Background: an optimization exercise with open tools, aiming at small area, a short achievable clock period and few clock cycles. Do not read the settings as production practice.
At most, simulation tests tie the RTL to the original design; equivalence was not proved.

Design als_core, start of the top module:
module als_core (
    input  wire        clk,
    input  wire        rst,           
    input  wire        cmd_valid,
    input  wire [31:0] cmd_cw,
    input  wire [31:0] cmd_opd,
    output reg         busy,
    output reg         rsp_valid,
    output reg  [2:0]  rsp_status,
    output wire [31:0] rsp_result
);
    localparam [2:0] ST_OK      = 3'd0;
    localparam [2:0] ST_UNSUP   = 3'd3;
    localparam [2:0] ST_RANGE   = 3'd4;
    localparam [2:0] ST_ILLEGAL = 3'd6;
    localparam signed [42:0] D4 = 43'sd2907950166499;
    localparam signed [42:0] D3 = -43'sd346518398073;
    localparam signed [42:0] D2 = 43'sd22936832901;
    localparam signed [42:0] D1 = 43'sd2152422862;
    wire [3:0] op     = cmd_cw[3:0];
    wire [3:0] sel    = cmd_cw[7:4];
    wire [1:0] gcode  = cmd_cw[9:8];
    wire [3:0] itcode = cmd_cw[13:10];
    reg illegal;
    always @(*) begin
        illegal = 1'b0;
        if (cmd_cw[31:14] != 18'd0) illegal = 1'b1;
        case (op)
            4'd0, 4'd2: if (cmd_cw[13:8] != 6'd0 || sel[3]) illegal = 1'b1;
            4'd1: if (cmd_cw[13:8] != 6'd0 || sel[3] || cmd_opd[31:16] != 16'd0) illegal = 1'b1;
            4'd3: if (sel != 4'd0 || cmd_opd[31:16] != 16'd0) illegal = 1'b1;
            4'd4: if (sel != 4'd0) illegal = 1'b1;
            default: illegal = 1'b1;
        endcase
    end
    reg [2:0] gs;
    reg [2:0] ts;
    reg       it_ok;
    always @(*) begin
        case (gcode)
            2'd1: gs = 3'd0;
            2'd0: gs = 3'd1;
  ...
Settings: LEC_CHECK=0, CAP_MARGIN=20, CORE_MARGIN=2, CORE_UTILIZATION=40, SETUP_SLACK_MARGIN=3, SLEW_MARGIN=20; clock period 10.0 ns.
run.sh (not shown) runs the stock make flow with config.mk's settings and CLKGATE_MAP_FILE= SYNTH_SCRIPT=/design/flow/synth_recipe.tcl, a recipe that flattens the netlist after the stock synthesis.
The starting point completed with no timing, DRC or antenna violations.
Testbench counts at the start, summed over its fixed seeds: cycles 8,288.
Rerun with:
--- a/flow/design.v
+++ b/flow/design.v
@@ -1000,23 +1000,24 @@
             imm_value  = codec_result;
         end
     end
     wire [4:0] imm_sh = (op == 4'd3) ? (5'd20 - {1'b0, kshift}) : (5'd5 + {1'b0, kshift});
     reg  [31:0] res_val;
     reg         res_shift;
     reg         res_b16;
     reg  [4:0]  res_sh;
     wire [31:0] res_shifted = res_val >> res_sh;
     assign rsp_result = res_shift ? {15'd0, res_shifted[16] & res_b16, res_shifted[15:0]}
                                   : res_val;
-    reg  signed [42:0] acc;
+    reg  [10:0]        acc_hi;
+    wire signed [42:0] acc = {acc_hi, res_val};
     reg  [1:0]         pstep;
     reg  [8:0]  bone;
     reg  [8:0]  btwo;
     reg  [7:0]  bneg;
     wire [19:0] lbe_n = {2'b00, lval, 1'b0};
     reg  [8:0]  bone_n;
     reg  [8:0]  btwo_n;
     reg  [7:0]  bneg_n;
     integer i;
     always @(*) begin
         for (i = 0; i < 9; i = i + 1) begin
@@ -2306,41 +2307,43 @@
         if (rst) begin
             busy       <= 1'b0;
             rsp_valid  <= 1'b0;
             rsp_status <= ST_OK;
             res_val    <= 32'd0;
             res_shift  <= 1'b0;
             res_b16    <= 1'b0;
             res_sh     <= 5'd0;
             bone       <= 9'd0;
             btwo       <= 9'd0;
             bneg       <= 8'd0;
-            acc        <= 43'sd0;
+            acc_hi     <= 11'd0;
             pstep      <= 2'd0;
         end else if (busy) begin
-            pstep <= pstep + 2'd1;
-            acc   <= acc_next;
+            pstep  <= pstep + 2'd1;
+            acc_hi <= acc_next[42:32];
             if (pstep == 2'd3) begin
                 busy       <= 1'b0;
                 rsp_valid  <= 1'b1;
                 rsp_status <= ST_OK;
                 res_val    <= {5'd0, psum[57:31]};
                 res_shift  <= 1'b0;
+            end else begin
+                res_val    <= acc_next[31:0];
             end
         end else begin
-            bone  <= bone_n;
-            btwo  <= btwo_n;
-            bneg  <= bneg_n;
-            acc   <= D4;
-            pstep <= 2'd0;
+            bone   <= bone_n;
+            btwo   <= btwo_n;
+            bneg   <= bneg_n;
+            acc_hi <= D4[42:32];
+            pstep  <= 2'd0;
             if (cmd_valid) begin
                 busy       <= need_poly;
                 rsp_valid  <= ~need_poly;
                 rsp_status <= imm_status;
-                res_val    <= imm_value;
+                res_val    <= need_poly ? D4[31:0] : imm_value;
                 res_shift  <= imm_shift;
                 res_b16    <= imm_b16;
                 res_sh     <= imm_sh;
             end
         end
     end
 endmodule
What happened: The new run finished with timing, DRC and antenna clean. Sequential cell count went down by 31. Synthesized area went down by 0.37%. Setup slack loses 0.095 ns. Clock-buffer cell count went down by 11. Fmax went down by 1.4%.
For the second run of this note, only the layout was checked, not whether the RTL still works.

==> separate check: timing with driven ports <==
How much do the figures lean on ideal ports? The routed layouts below were timed once more, with nothing changed but the port constraints.
Step 1 assumes that a clkbuf_16 drives the clock port and a buf_2 every other input.
Step 2 times the ports against the registers' clock, not the clock port: input delays grow and output delays shrink by t, the midpoint of the rising clock arrivals with the driver on.
a / b / c = ideal / step 1 / step 2; a / b = the first two.
run	t (ns)	setup slack, ns	latest minus earliest clock arrival (ns)
the first run	0.530	3.098 / 3.134 / 2.604	0.019 / 0.019
the second run	0.423	3.003 / 3.003 / 2.690	0.016 / 0.016
After both steps every run listed still meets setup and hold. The setup slack of the first run, which loses most, moves by +0.036 ns with the drivers and by -0.494 ns with both steps.
